Background: an optimization exercise with open tools, aiming at small area, a short achievable clock period and few clock cycles per item. Do not read the settings as production practice.
RTL that was checked went through simulation tests only; none was proved equivalent to the original.

tundra:
==> flow/design.v <==
module frame_encoder #(
    parameter MAX_LEN = 64
) (
    input  wire       clk,
    input  wire       rst,
    input  wire       in_valid,
    output reg        in_ready,
    input  wire [7:0] in_data,
    input  wire       in_last,
    input  wire       in_corrupt,
    output reg        out_valid,
    input  wire       out_ready,
    output reg  [7:0] out_data,
    output reg        out_last
);
    localparam N  = 69;
    localparam PW = 7;
    localparam W_OPEN  = 3'd0;
    localparam W_CODE0 = 3'd1;
    localparam W_DATA  = 3'd2;
    localparam W_T1    = 3'd3;
    localparam W_T2    = 3'd4;
    localparam W_CLOSE = 3'd5;
    localparam R_OPEN  = 2'd0;
    localparam R_CODE0 = 2'd1;
    localparam R_BODY  = 2'd2;
    function [15:0] crc_step(input [15:0] c, input [7:0] b);
        reg [7:0] x;
        begin
            x = c[15:8] ^ b;
            x = x ^ (x >> 4);
            crc_step = (c << 8) ^ ({8'd0, x} << 12) ^ ({8'd0, x} << 5) ^ {8'd0, x};
        end
    endfunction
    reg  [7:0]   r_data [0:N-1];
    reg  [N-1:0] r_flag;
    reg  [PW-1:0] ic;         
    reg          init;        
    reg  [PW-1:0] w_wait;     
    reg  [PW-1:0] r_wait;     
    reg          w_turn;      
    reg          r_turn;      
    reg  [PW-1:0] cnt;        
    reg          c_zero;      
    reg          c_full;      
    reg          c_high;      
    reg          cons;        
    reg          h_valid;
    reg  [7:0]   h_data;
    reg          h_zero;
    reg          h_last;
    reg          h_corrupt;
    reg  [2:0]   w_state;
    reg  [15:0]  crc;
    reg          corrupt;     
    reg          lo_z, hi_z;  
    reg  [1:0]   r_state;
    wire out_free = !out_valid || out_ready;
    wire in_fire  = in_valid && in_ready;
    wire       t_hi   = (w_state == W_T1) ^ !corrupt;
    wire [7:0] t_byte = t_hi ? crc[15:8] : crc[7:0];
    wire       t_zero = t_hi ? hi_z : lo_z;
    wire w_src  = (w_state == W_OPEN || w_state == W_DATA) ? h_valid : 1'b1;
    wire write  = w_turn && !c_full && w_src;
    wire proc   = write && (w_state == W_DATA);    
    reg        w_flag;
    reg  [7:0] w_byte;
    always @* begin
        w_flag = 1'b0;
        w_byte = h_data;
        case (w_state)
            W_DATA:  w_flag = h_zero;
            W_T1, W_T2: begin
                w_flag = t_zero;
                w_byte = t_byte;
            end
            W_CLOSE: begin
                w_flag = 1'b1;
                w_byte = 8'd1;
            end
            default: ;
        endcase
    end
    reg  [2:0] w_state_n;
    always @* begin
        w_state_n = w_state;
        if (write) begin
            case (w_state)
                W_OPEN:  w_state_n = W_CODE0;
                W_CODE0: w_state_n = W_DATA;
                W_DATA:  if (h_last) w_state_n = W_T1;
                W_T1:    w_state_n = W_T2;
                W_T2:    w_state_n = W_CLOSE;
                default: w_state_n = W_OPEN;
            endcase
        end
    end
    wire       s_flag = r_flag[N-2];
    wire [7:0] s_byte = r_data[N-2];
    reg  [127:0] g;           
    reg          fv [0:7][0:127];
    reg  [6:0]   fi [0:7][0:127];
    integer l, k;
    always @* begin
        g = 128'd0;
        for (k = 1; k <= N - 3; k = k + 1)
            g[k] = r_flag[N-3-k];
        for (k = 0; k < 128; k = k + 1) begin
            fv[0][k] = g[k];
            fi[0][k] = 7'd0;
        end
        for (l = 1; l <= 7; l = l + 1)
            for (k = 0; k < (128 >> l); k = k + 1) begin
                fv[l][k] = fv[l-1][2*k] | fv[l-1][2*k+1];
                fi[l][k] = fv[l-1][2*k] ? fi[l-1][2*k]
                                        : (fi[l-1][2*k+1] | (7'd1 << (l-1)));
            end
    end
    reg        gap_found;     
    reg  [6:0] gap_near;      
    wire       found = gap_found || r_flag[0];
    wire [6:0] gap   = gap_found ? gap_near : N - 2;
    wire is_close  = s_flag && s_byte[0];
    wire need_code = (r_state == R_CODE0) || ((r_state == R_BODY) && s_flag && !s_byte[0]);
    wire consume   = r_turn && !c_zero && out_free && (!need_code || found);
    wire          c_up   = write && !consume;
    wire          c_down = !write && consume;
    wire [PW-1:0] cnt_p  = cnt + 1'b1;
    wire [PW-1:0] cnt_m  = cnt - 1'b1;
    wire [PW-1:0] cnt_n  = c_up ? cnt_p : c_down ? cnt_m : cnt;
    wire          zero_n = c_up ? 1'b0 : c_down ? (cnt_m == 0) : c_zero;
    wire          high_n = c_up ? (cnt_p == N - 1) : c_down ? (cnt_m == N - 1) : c_high;
    wire          empty    = c_zero && !write;
    wire [PW-1:0] w_wait_n = (empty || write) ? {PW{1'b0}} :
                             w_turn ? N - 1 : w_wait - 1'b1;
    wire [PW-1:0] r_wait_n = empty ? N - 1 :
                             consume ? {PW{1'b0}} :
                             r_turn ? N - 1 : r_wait - 1'b1;
    wire          w_turn_n = empty || write || (!w_turn && w_wait == 1);
    wire          r_turn_n = !empty && (consume || (!r_turn && r_wait == 1));
    wire          full_n   = c_up ? c_high : c_down ? 1'b0 : c_full;
    wire          h_valid_n = in_fire || (h_valid && !proc);
    wire          proc_n    = (w_state_n == W_DATA) && w_turn_n && !full_n;
    integer i;
    always @(posedge clk) begin
        for (i = 1; i < N; i = i + 1)
            r_data[i] <= r_data[i-1];
        r_data[0] <= write ? w_byte : r_data[N-1];
    end
    always @(posedge clk) begin
        r_flag <= {r_flag[N-2:0],
                   rst ? 1'b0 :
                   write ? w_flag : (r_flag[N-1] && !cons && !init)};
    end
    always @(posedge clk) begin
        if (rst) begin
            ic        <= 0;
            init      <= 1'b1;
            w_wait    <= 0;
            r_wait    <= N - 1;
            w_turn    <= 1'b1;
            r_turn    <= 1'b0;
            cnt       <= 0;
            c_zero    <= 1'b1;
            c_full    <= 1'b0;
            c_high    <= 1'b0;
            cons      <= 1'b0;
            h_valid   <= 1'b0;
            in_ready  <= 1'b1;
            w_state   <= W_OPEN;
            crc       <= 16'hFFFF;
            r_state   <= R_OPEN;
            out_valid <= 1'b0;
            out_data  <= 8'h00;
            out_last  <= 1'b0;
        end else begin
            if (init) ic <= ic + 1'b1;
            if (ic == N - 1) init <= 1'b0;
            w_wait  <= w_wait_n;
            r_wait  <= r_wait_n;
            w_turn  <= w_turn_n;
            r_turn  <= r_turn_n;
            cnt     <= cnt_n;
            c_zero  <= zero_n;
            c_full  <= full_n;
            c_high  <= high_n;
            cons    <= consume;
            gap_found <= fv[7][0];
            gap_near  <= fi[7][0];
            w_state <= w_state_n;
            if (in_ready) begin
                h_data    <= in_data;
                h_zero    <= (in_data == 8'h00);
                h_last    <= in_last;
                h_corrupt <= in_corrupt;
            end
            h_valid  <= h_valid_n;
            in_ready <= !h_valid_n || proc_n;
            if (proc) begin
                crc  <= crc_step(crc, h_data);
                lo_z <= (crc_step(crc, h_data) & 16'h00FF) == 16'h0000;
                hi_z <= (crc_step(crc, h_data) & 16'hFF00) == 16'h0000;
                if (h_last) corrupt <= h_corrupt;
            end
            if (write && w_state == W_CLOSE) crc <= 16'hFFFF;
            if (out_valid && out_ready) out_valid <= 1'b0;
            if (consume) begin
                out_valid <= 1'b1;
                out_last  <= 1'b0;
                case (r_state)
                    R_OPEN: begin
                        out_data <= 8'h00;
                        r_state  <= R_CODE0;
                    end
                    R_CODE0: begin
                        out_data <= {1'b0, gap};
                        r_state  <= R_BODY;
                    end
                    default: begin
                        if (!s_flag) begin
                            out_data <= s_byte;
                        end else if (is_close) begin
                            out_data <= 8'h00;
                            out_last <= 1'b1;
                            r_state  <= R_OPEN;
                        end else begin
                            out_data <= {1'b0, gap};
                        end
                    end
                endcase
            end
        end
    end
endmodule
Settings: LEC_CHECK=0, ABC_AREA=1, CAP_MARGIN=20, CORE_MARGIN=2, CORE_UTILIZATION=40, CTS_CLUSTER_DIAMETER=100, CTS_CLUSTER_SIZE=24, PLACE_DENSITY=0.6, SETUP_SLACK_MARGIN=3.5, SLEW_MARGIN=20; clock period 6.0 ns.
run.sh (not shown) runs the stock make flow with config.mk's settings and CLKGATE_MAP_FILE= SYNTH_SCRIPT=/design/flow/synth_recipe.tcl, a recipe that flattens the netlist after the stock synthesis.
Inputs modified between tundra and quartz:
--- a/flow/design.v
+++ b/flow/design.v
@@ -120,28 +120,22 @@
     reg  [6:0] gap_near;      
     wire       found = gap_found || r_flag[0];
     wire [6:0] gap   = gap_found ? gap_near : N - 2;
     wire is_close  = s_flag && s_byte[0];
     wire need_code = (r_state == R_CODE0) || ((r_state == R_BODY) && s_flag && !s_byte[0]);
     wire consume   = r_turn && !c_zero && out_free && (!need_code || found);
-    wire          c_up   = write && !consume;
-    wire          c_down = !write && consume;
-    wire [PW-1:0] cnt_p  = cnt + 1'b1;
-    wire [PW-1:0] cnt_m  = cnt - 1'b1;
-    wire [PW-1:0] cnt_n  = c_up ? cnt_p : c_down ? cnt_m : cnt;
-    wire          zero_n = c_up ? 1'b0 : c_down ? (cnt_m == 0) : c_zero;
-    wire          high_n = c_up ? (cnt_p == N - 1) : c_down ? (cnt_m == N - 1) : c_high;
+    wire [PW-1:0] cnt_n = cnt + write - consume;
     wire          empty    = c_zero && !write;
     wire [PW-1:0] w_wait_n = (empty || write) ? {PW{1'b0}} :
                              w_turn ? N - 1 : w_wait - 1'b1;
     wire [PW-1:0] r_wait_n = empty ? N - 1 :
                              consume ? {PW{1'b0}} :
                              r_turn ? N - 1 : r_wait - 1'b1;
     wire          w_turn_n = empty || write || (!w_turn && w_wait == 1);
     wire          r_turn_n = !empty && (consume || (!r_turn && r_wait == 1));
-    wire          full_n   = c_up ? c_high : c_down ? 1'b0 : c_full;
+    wire          full_n   = c_full ? !consume : (c_high && write && !consume);
     wire          h_valid_n = in_fire || (h_valid && !proc);
     wire          proc_n    = (w_state_n == W_DATA) && w_turn_n && !full_n;
     integer i;
     always @(posedge clk) begin
         for (i = 1; i < N; i = i + 1)
             r_data[i] <= r_data[i-1];
@@ -178,20 +172,20 @@
             if (ic == N - 1) init <= 1'b0;
             w_wait  <= w_wait_n;
             r_wait  <= r_wait_n;
             w_turn  <= w_turn_n;
             r_turn  <= r_turn_n;
             cnt     <= cnt_n;
-            c_zero  <= zero_n;
+            c_zero  <= (cnt_n == 0);
             c_full  <= full_n;
-            c_high  <= high_n;
+            c_high  <= (cnt_n == N - 1);
             cons    <= consume;
             gap_found <= fv[7][0];
             gap_near  <= fi[7][0];
             w_state <= w_state_n;
-            if (in_ready) begin
+            if (in_fire) begin
                 h_data    <= in_data;
                 h_zero    <= (in_data == 8'h00);
                 h_last    <= in_last;
                 h_corrupt <= in_corrupt;
             end
             h_valid  <= h_valid_n;
[summary]
Comparing quartz with tundra, the initial detailed-routing violation count came out essentially unchanged.
Higher cell count after synthesis was reported by tundra, not quartz.
Lower peak clock frequency supported by timing goes to quartz over tundra.
quartz was carried through to the last stage, and its layout satisfied the timing, DRC and antenna checks.
quartz vs tundra: aggregate routed wire length down in quartz
Total area of multi-input combinational cells, tundra and quartz, lower one = quartz.
The setup slack number comes out higher for tundra vs quartz.
met4 as the highest routed metal layer was reported by quartz, and met5 by tundra.
Testbench counts of quartz, summed over its fixed seeds: cycles 47,298, frames 1,200.
No functional check of the RTL was part of tundra.

afterwards: timing with drivers on the ports:
How much do the figures lean on ideal ports? The routed layouts below were timed once more, with nothing changed but the port constraints. Step 1, drivers: a clkbuf_16 drives clk and a buf_2 each remaining input, both assumed. Step 2 adds t to the input delays and takes it off the output delays; t is the mean of the earliest and latest rising clock arrival at the registers after step 1. Input paths then give back, and output paths get back, about the clock's delay inside the block. Slacks: no drivers / after step 1 / after step 2; pairs: no drivers / after step 1.
run	t, ns	setup WS [ns]	worst setup path after step 2	clock arrival spread, ns
tundra	0.575	3.587 / 3.537 / 3.091	input to register	0.018 / 0.017
quartz	0.612	3.476 / 3.495 / 2.883	input to register	0.020 / 0.020
After both steps setup and hold are still met in every run listed. For quartz, which loses most, drivers alone change the setup slack by +0.019 ns; drivers and shift together by -0.593 ns.
